This is an optimization exercise on Yosys and OpenROAD, whose aim is small area, a short achievable clock period and few clock cycles, not a production implementation.
Only the layout flow was run in this run; the RTL was not checked for function there.
No activity file was given, so power comes from the tool's default toggle rates.

## flow/run.sh

```bash
#!/bin/bash
# synth_recipe.tcl (not shown) runs the flow's synth.tcl, then flattens the netlist and writes it again
# the make line also repeats each setting of config.mk as NAME=value (left out here)
make -C /OpenROAD-flow-scripts/flow DESIGN_CONFIG=/design/flow/config.mk WORK_HOME=/design/flow/orfs CLKGATE_MAP_FILE= SYNTH_SCRIPT=/design/flow/synth_recipe.tcl finish
```

## flow/config.mk

```make
export PLATFORM = sky130hd
export DESIGN_NAME = gamepad_engine
export DESIGN_NICKNAME = gamepad_engine
export VERILOG_FILES = /design/flow/design.v
export SDC_FILE = /design/flow/constraint.sdc
export NUM_CORES = 4
export LEC_CHECK = 0
export CAP_MARGIN = 20
export CORE_MARGIN = 2
export CORE_UTILIZATION = 40
export SLEW_MARGIN = 20
```

## flow/constraint.sdc

```tcl
create_clock -name core_clock -period 5.0 [get_ports {clk}]
set_input_delay 1.0000 -clock core_clock [delete_from_list [all_inputs] [get_ports {clk}]]
set_output_delay 1.0000 -clock core_clock [all_outputs]
set_load 0.01 [all_outputs]
```

## flow/design.v

```verilog
`timescale 1ns/1ps
module gamepad_engine (
    input  wire        clk,
    input  wire        rst,                  
    input  wire [1:0]  cfg_topology,         
    input  wire        cfg_axis16,           
    input  wire        cfg_hat,              
    input  wire [3:0]  cfg_settle,           
    input  wire [7:0]  cfg_active_period,    
    input  wire [7:0]  cfg_idle_period,      
    input  wire        cmd_valid,
    input  wire [15:0] cmd,
    output wire        cmd_ready,
    output reg  [3:0]  sel,
    input  wire [3:0]  sense,
    output wire        adc_req,
    output wire [1:0]  adc_ch,
    input  wire        adc_ack,
    input  wire [15:0] adc_data,
    input  wire        adc_fail,
    output wire        sink_req,
    output wire        sink_op,              
    output wire [79:0] sink_data,
    input  wire        sink_ack,
    input  wire [7:0]  sink_peers,
    input  wire        sink_fail,
    output reg  [3:0]  result,
    output reg         halted,
    output reg  [2:0]  cause,
    output reg  [15:0] info
);
    localparam TOP_STROBE = 2'd0;
    localparam TOP_BINSEL = 2'd1;
    localparam TOP_DEMUX  = 2'd2;
    localparam OP_BTN_READ = 4'h1;
    localparam OP_AXES     = 4'h2;
    localparam OP_HAT      = 4'h3;
    localparam OP_ASSEMBLE = 4'h4;
    localparam OP_PUSH     = 4'h5;
    localparam OP_TICK     = 4'h6;
    localparam C_ILLEGAL = 3'd1;
    localparam C_PRECOND = 3'd2;
    localparam C_ADC     = 3'd4;
    localparam C_NOTIFY  = 3'd5;
    localparam S_IDLE     = 4'd0;
    localparam S_DECODE   = 4'd1;
    localparam S_QUERY    = 4'd2;
    localparam S_ADC      = 4'd3;
    localparam S_SEL_LOW  = 4'd4;
    localparam S_SEL_SET  = 4'd5;
    localparam S_SETTLE   = 4'd6;
    localparam S_SAMPLE   = 4'd7;
    localparam S_PACK     = 4'd8;
    localparam S_PUSH     = 4'd9;
    localparam S_DELAY    = 4'd10;
    localparam S_HALT     = 4'd11;
    reg [1:0] topology;
    reg       axis16;
    reg       hat_mode;
    reg [3:0] settle;
    reg [7:0] active_period;
    reg [7:0] idle_period;
    reg [3:0]  state;
    reg [15:0] cur_cmd;
    reg [1:0]  ch;
    reg [3:0]  cur_cell;           
    reg [3:0]  last_cell;      
    reg [3:0]  settle_cnt;
    reg [7:0]  delay_cnt;
    reg [11:0] btn_bits;
    reg [3:0]  dpad_bits;      
    reg [79:0] report;
    wire [3:0] op  = cur_cmd[15:12];
    wire [3:0] rsv = cur_cmd[11:8];
    wire [3:0] g   = cur_cmd[7:4];
    wire [3:0] i   = cur_cmd[3:0];
    wire no_operand_op = (op == OP_AXES) || (op == OP_HAT) || (op == OP_ASSEMBLE) ||
                         (op == OP_PUSH) || (op == OP_TICK);
    wire illegal = (op == 4'h0) || (op > OP_TICK) || (rsv != 4'h0) ||
                   (no_operand_op && cur_cmd[7:0] != 8'h00) ||
                   (op == OP_HAT && !hat_mode);
    wire precond = (op == OP_BTN_READ) && (g > 4'd3 || i > 4'd3);
    wire is_tick = (op == OP_TICK);
    wire [1:0] cg = cur_cell[3:2];
    wire [1:0] ci = cur_cell[1:0];
    reg        pressed;
    always @(*) begin
        case (topology)
            TOP_STROBE: pressed = sense[ci];
            TOP_BINSEL: pressed = sense[cg];
            default:    pressed = ~sense[cg];
        endcase
    end
    function [3:0] hat_encode(input u, input d, input l, input r);
        reg hl, hr;
        begin
            hl = l & ~r;
            hr = r & ~l;
            if (u)       hat_encode = hl ? 4'd8 : (hr ? 4'd2 : 4'd1);
            else if (d)  hat_encode = hl ? 4'd6 : (hr ? 4'd4 : 4'd5);
            else if (hl) hat_encode = 4'd7;
            else if (hr) hat_encode = 4'd3;
            else         hat_encode = 4'd0;
        end
    endfunction
    wire [3:0]  hat_code = hat_encode(dpad_bits[0], dpad_bits[1], dpad_bits[2], dpad_bits[3]);
    wire [15:0] btn16    = {hat_mode ? hat_code : 4'd0, btn_bits};
    assign cmd_ready = (state == S_IDLE) && !rst;
    assign adc_req   = (state == S_ADC);
    assign adc_ch    = ch;
    assign sink_req  = (state == S_QUERY) || (state == S_PUSH);
    assign sink_op   = (state == S_PUSH);
    assign sink_data = report;
    wire [3:0] next_cell = cur_cell + 4'd1;
    always @(posedge clk) begin
        if (rst) begin
            topology      <= cfg_topology;
            axis16        <= cfg_axis16;
            hat_mode      <= cfg_hat;
            settle        <= cfg_settle;
            active_period <= cfg_active_period;
            idle_period   <= cfg_idle_period;
            state         <= S_IDLE;
            cur_cmd       <= 16'h0000;
            ch            <= 2'd0;
            cur_cell          <= 4'd0;
            last_cell     <= 4'd0;
            settle_cnt    <= 4'd0;
            delay_cnt     <= 8'd0;
            btn_bits      <= 12'd0;
            dpad_bits     <= 4'd0;
            report        <= 80'd0;
            sel           <= 4'd0;
            result        <= 4'd0;
            halted        <= 1'b0;
            cause         <= 3'd0;
            info          <= 16'd0;
        end else begin
            case (state)
                S_IDLE: begin
                    if (cmd_valid) begin
                        cur_cmd <= cmd;
                        state   <= S_DECODE;
                    end
                end
                S_DECODE: begin
                    ch <= 2'd0;
                    if (illegal) begin
                        halted <= 1'b1;
                        cause  <= C_ILLEGAL;
                        info   <= cur_cmd;
                        state  <= S_HALT;
                    end else if (precond) begin
                        halted <= 1'b1;
                        cause  <= C_PRECOND;
                        info   <= {4'd0, g, 4'd0, i};
                        state  <= S_HALT;
                    end else begin
                        case (op)
                            OP_BTN_READ: begin
                                cur_cell      <= {g[1:0], i[1:0]};
                                last_cell <= {g[1:0], i[1:0]};
                                state     <= S_SEL_LOW;
                            end
                            OP_AXES:     state <= S_ADC;
                            OP_HAT: begin
                                cur_cell      <= 4'd12;
                                last_cell <= 4'd15;
                                state     <= S_SEL_LOW;
                            end
                            OP_ASSEMBLE: begin
                                cur_cell      <= 4'd0;
                                last_cell <= hat_mode ? 4'd15 : 4'd11;
                                state     <= S_ADC;
                            end
                            OP_PUSH:     state <= S_PUSH;
                            default: begin  
                                cur_cell      <= 4'd0;
                                last_cell <= hat_mode ? 4'd15 : 4'd11;
                                state     <= S_QUERY;
                            end
                        endcase
                    end
                end
                S_QUERY: begin
                    if (sink_ack) begin
                        if (sink_peers != 8'd0) begin
                            state <= S_ADC;
                        end else begin
                            delay_cnt <= idle_period;
                            state     <= S_DELAY;
                        end
                    end
                end
                S_ADC: begin
                    if (adc_ack) begin
                        if (adc_fail) begin
                            halted <= 1'b1;
                            cause  <= C_ADC;
                            info   <= {14'd0, ch};
                            state  <= S_HALT;
                        end else begin
                            if (axis16) begin
                                case (ch)
                                    2'd0: report[15:0]  <= adc_data;
                                    2'd1: report[31:16] <= adc_data;
                                    2'd2: report[47:32] <= adc_data;
                                    2'd3: report[63:48] <= adc_data;
                                endcase
                            end else begin
                                case (ch)
                                    2'd0: report[7:0]   <= adc_data[7:0];
                                    2'd1: report[15:8]  <= adc_data[7:0];
                                    2'd2: report[23:16] <= adc_data[7:0];
                                    2'd3: report[31:24] <= adc_data[7:0];
                                endcase
                            end
                            ch <= ch + 2'd1;
                            if (ch == 2'd3)
                                state <= (op == OP_AXES) ? S_IDLE : S_SEL_LOW;
                        end
                    end
                end
                S_SEL_LOW: begin
                    if (topology == TOP_STROBE)
                        sel <= 4'd0;
                    state <= S_SEL_SET;
                end
                S_SEL_SET: begin
                    if (topology == TOP_STROBE) begin
                        sel   <= 4'd1 << cg;
                        state <= S_SAMPLE;
                    end else begin
                        sel <= {2'b00, ci};
                        if (topology == TOP_DEMUX) begin
                            settle_cnt <= settle;
                            state      <= S_SETTLE;
                        end else begin
                            state <= S_SAMPLE;
                        end
                    end
                end
                S_SETTLE: begin
                    settle_cnt <= settle_cnt - 4'd1;
                    if (settle_cnt <= 4'd1)
                        state <= S_SAMPLE;
                end
                S_SAMPLE: begin
                    if (cg == 2'd3)
                        dpad_bits[ci] <= pressed;
                    else
                        btn_bits[cur_cell] <= pressed;
                    if (op == OP_BTN_READ) begin
                        result <= {3'd0, pressed};
                        state  <= S_IDLE;
                    end else if (cur_cell == last_cell) begin
                        state <= S_PACK;
                    end else begin
                        cur_cell  <= next_cell;
                        state <= S_SEL_LOW;
                    end
                end
                S_PACK: begin
                    if (op == OP_HAT) begin
                        result <= hat_code;
                        state  <= S_IDLE;
                    end else begin
                        if (axis16)
                            report[79:64] <= btn16;
                        else
                            report[47:32] <= btn16;
                        state <= is_tick ? S_PUSH : S_IDLE;
                    end
                end
                S_PUSH: begin
                    if (sink_ack) begin
                        if (sink_fail) begin
                            halted <= 1'b1;
                            cause  <= C_NOTIFY;
                            info   <= 16'd0;
                            state  <= S_HALT;
                        end else if (is_tick) begin
                            delay_cnt <= active_period;
                            state     <= S_DELAY;
                        end else begin
                            state <= S_IDLE;
                        end
                    end
                end
                S_DELAY: begin
                    delay_cnt <= delay_cnt - 8'd1;
                    if (delay_cnt <= 8'd1)
                        state <= S_IDLE;
                end
                default: ;  
            endcase
        end
    end
endmodule
```

==> results.toml <==
[logic_synthesis]
synth_enable_flop_cells = 24
syn_inst = 1004
yosysMostFrequentCell = "nand2_1"
async_flop_share = 0
synth_fp_nets = 1095
yosysSeqAreaShare = 0.4652
yosys_most_used_dff = "dfxtp_1"
synth_cell_type_count = 77
synthTopCellsByCount = "nand2_1, dfxtp_1, nor2_1"
ys_ff_latch = 190
ys_top_cells_by_area = "dfxtp_1, edfxtp_1, nand2_1"
synth_area_sq_um = 8692
synth_top_cell_area_share = 0.3823
avgSynthCellArea_sq_um = 8.657
synth_top_area_cell = "dfxtp_1"
yosys_warnings = 1

[die]
floorplan.die.width_microns = 151.4
rows = 53
fp.coreArea_sq_um = 21150
die_area_sq_um = 22930
die_h_microns = 151.4
initial_core_util = 0.4109
pin_count = 189

[worst_setup_path]
required_ns = 4.00
worstSetupPathType = "flip-flop to output pin"
critPathMaxFanout = 20
critPathCaptureType = "output pin"
reg2regPathDepth = 6
r2r_setup_slack_ns = 1.66
max_stage_delay_ns = 0.76
crit_path_cell_trace = "nor4bb_4 -> buf_4 -> clkdlybuf4s50_1"
r2r_end = "report[45]$_SDFFE_PP0P_"
cp-start-kind = "flip-flop"
worstReg2RegStart = "state[1]$_SDFFE_PP0P_"
crit_arrival_ns = 2.75
crit_start = "state[3]$_SDFFE_PP0P_"
crit_family = "buffers and inverters"
path_buf_inv = 2
slowest_stage = "nor4bb_4"

[sta]
setup_ws_ns = 1.252
finalHoldViolations = 0
skew_ns = 0.01073
tightest_slew_ns = 1.001
rsz0062_at_grt = "false"
fmax_mhz = 266.8
period_share = 0.7496
max_slew_margin = 0.3327
fin_setup_tns_ns = 0
timing.hold.ws_ns = 0.4543
final_max_slew_viol_count = 0
min_period_ns = 3.748
finalSetupViolCount = 0

[pwr]
powerDensity_nw_per_um2 = 368.0
cellLeakagePower_nw = 3.948
power.share.clock = 0.340
ir_drop_mv = 0.2214
combPwrFrac = 0.228
intPower_mw = 2.802
p_sw_mw = 1.372
p_sw_frac = 0.3287
seqPwrFrac = 0.432

[layout]
drive_gt1_frac = 0.06186
fill_cells = 1978
nets = 1242
area_delta_synth_final_pct = 30.49
antenna_cells = 0

[clocking]
cts_root_buf = "clkbuf_16"
clk_pin_slew_ns = 0.08
clock_sinks = 190
cts_hold_buf = 0
ctsLongestPathBuffers = 2
cts_buffers = 17
postCtsResizedCells = 0
h-tree-depth = 4
post_cts_buffers = 0
cts_tree = "yes"
clk_latency_ns = 0.44

[route]
wire_per_inst_microns = 17.61
first_pass_iters = 5
routed_wl_microns = 25340
drc = 0
drt-vias-per-instance = 5.421
drtIter0Drc = 576
postRouteAntennaNets = 0
num_vias = 7801

[min_path]
hold_path_class = "flip-flop to flip-flop"
hold_path_startpoint = "info[9]$_SDFFE_PP0P_"
min_delay_worst_endpoint = "info[9]$_SDFFE_PP0P_"
whs_path_depth = 1

[job]
cap_violations = 0

[global_routing]
gr-total-overflow = 0
antenna_found_initial = 0
first_global_vias = 7219
grt_usage = 0.2223
grt_max_degree = 84
grt_first_pass_wirelength_microns = 39770

[run_status]
status = "timing/DRC/antenna clean"

[placed_design]
dp_hpwl_microns = 17890
io_buffer_count = 188
gp_congestion = 0.8396
dpl_worst_slack_ns = 1.491
[per-layer routing]
| layer | up-vias | track usage | share of wire | routed length [microns] |
|---|---|---|---|---|
| li1 | 3903 | - | - | - |
| met1 | 3670 | 0.3133 | 0.47 | 11890 |
| met2 | 202 | 0.3548 | 0.47 | 11990 |
| met3 | 26 | 0.03494 | 0.045 | 1144 |
| met4 | 0 | 0.05935 | 0.013 | 326 |
| met5 | - | 0 | 0 | 0 |
[power groups by stage]
stage               logic [mW]  clock network [mW]  registers [mW]
finish                   0.952                1.42            1.80
CTS                      0.948                1.45            1.80
detailed placement       0.944                   0            1.84
global route              1.04                1.52            1.82
floorplan                0.692                   0            1.76
global placement         0.938                   0            1.83
[worst register-to-register path: stages, from the launching register on]
cell and delay [ns]:
dfxtp_1 0.91, and4bb_2 0.55, and3_1 0.49, a41o_1 0.91, o211ai_1 0.18, o21ai_0 0.13, nor2_1 0.06
[worst max-delay path by stage]
| stage | endpoint | cells past startpoint |
|---|---|---|
| finish | sink_op | 3 |
| global route | sink_op | 3 |
| CTS | sink_op | 3 |
| detailed placement | report[45]$_SDFFE_PP0P_ | 6 |
| global placement | report[45]$_SDFFE_PP0P_ | 6 |
| floorplan | cmd_ready | 4 |
[state kept, by name (all words and copies together) (netlist names)]
register / cells
sel: 4
info: 16
result: 4
last_cell: 4
cur_cmd: 16
topology: 2
cause: 3
state: 4
ch: 2
cur_cell: 4
btn_bits: 12
settle_cnt: 4
delay_cnt: 8
active_period: 8
settle: 4
halted: 1
axis16: 1
report: 80
hat_mode: 1
idle_period: 8
dpad_bits: 4
[cells in the final DEF (no fill, tap or decap), types with 6 or more instances in the layout]
master | netlist | layout
ha_1 | 16 | 16
a21oi_1 | 77 | 77
nand2_1 | 167 | 167
a22oi_1 | 11 | 11
inv_1 | 21 | 21
nand3_1 | 26 | 26
o211ai_1 | 7 | 7
a32o_1 | 6 | 6
nand2b_1 | 12 | 12
a311oi_1 | 15 | 15
a22o_1 | 9 | 9
a211oi_1 | 26 | 26
inv_8 | 0 | 6
nor3_1 | 16 | 16
clkdlybuf4s50_1 | 0 | 187
o21ai_0 | 41 | 41
mux2i_1 | 34 | 34
nor2_1 | 125 | 124
clkbuf_16 | 0 | 17
dfxtp_1 | 166 | 166
nor4_1 | 15 | 13
buf_4 | 0 | 10
edfxtp_1 | 24 | 24
[stage by stage]
step,total power [mW],cells,instance area [sq um],util
2_1_floorplan,2.455,1004,8692,-
3_3_place_gp,2.773,1407,10720,0.5070
3_5_place_dp,2.779,1407,10720,0.5070
4_1_cts,4.196,1439,11340,0.5361
5_1_grt,4.380,1439,11340,0.5362
6_report,4.174,1439,11340,0.5362
[cells by family (layout without fill, tap and decap cells)]
| logic type | after synthesis | count (layout) | synth area share |
|---|---|---|---|
| xor+xnor | 6 | 6 | 0.006046 |
| mux | 37 | 37 | 0.04563 |
| fa+ha+maj | 16 | 16 | 0.02303 |
| compound gates | 249 | 249 | 0.1975 |
| simple gates | 414 | 414 | 0.2188 |
| flops | 190 | 190 | 0.4652 |
| buf+inv | 92 | 252 | 0.04376 |
[area by class of cell]
class                           count  area [sq um]  share of cell area
Sequential cell                   190          4044              0.3565
Inverter                           22         82.58            0.007281
Tap cell                          275         344.1             0.03034
Timing Repair Buffer              198          1958              0.1726
Clock inverter                     15         190.2             0.01677
Multi-Input combinational cell    722          4298              0.3789
Clock buffer                       17         425.4             0.03751

## afterwards: timing with drivers on the ports
Ports are ideal in the flow. The routed layout listed here was re-timed in OpenROAD. Step 1 assumes that a clkbuf_16 drives the clock port and a buf_2 every other input. Step 2 times the ports against the registers' clock, not the clock port: input delays grow and output delays shrink by t, the midpoint of the rising clock arrivals with the driver on. Three values: ideal ports, drivers, drivers and shift; two values: the first two.
t (ns): 0.484
slack for setup (ns): 1.252 / 1.207 / 1.437
worst hold slack (ns): 0.454 / 0.454 / 0.454
latest minus earliest clock arrival (ns): 0.012 / 0.012
After both steps this run still meets setup and hold. The setup slack of this run moves by -0.045 ns with the drivers and by +0.185 ns with both steps.
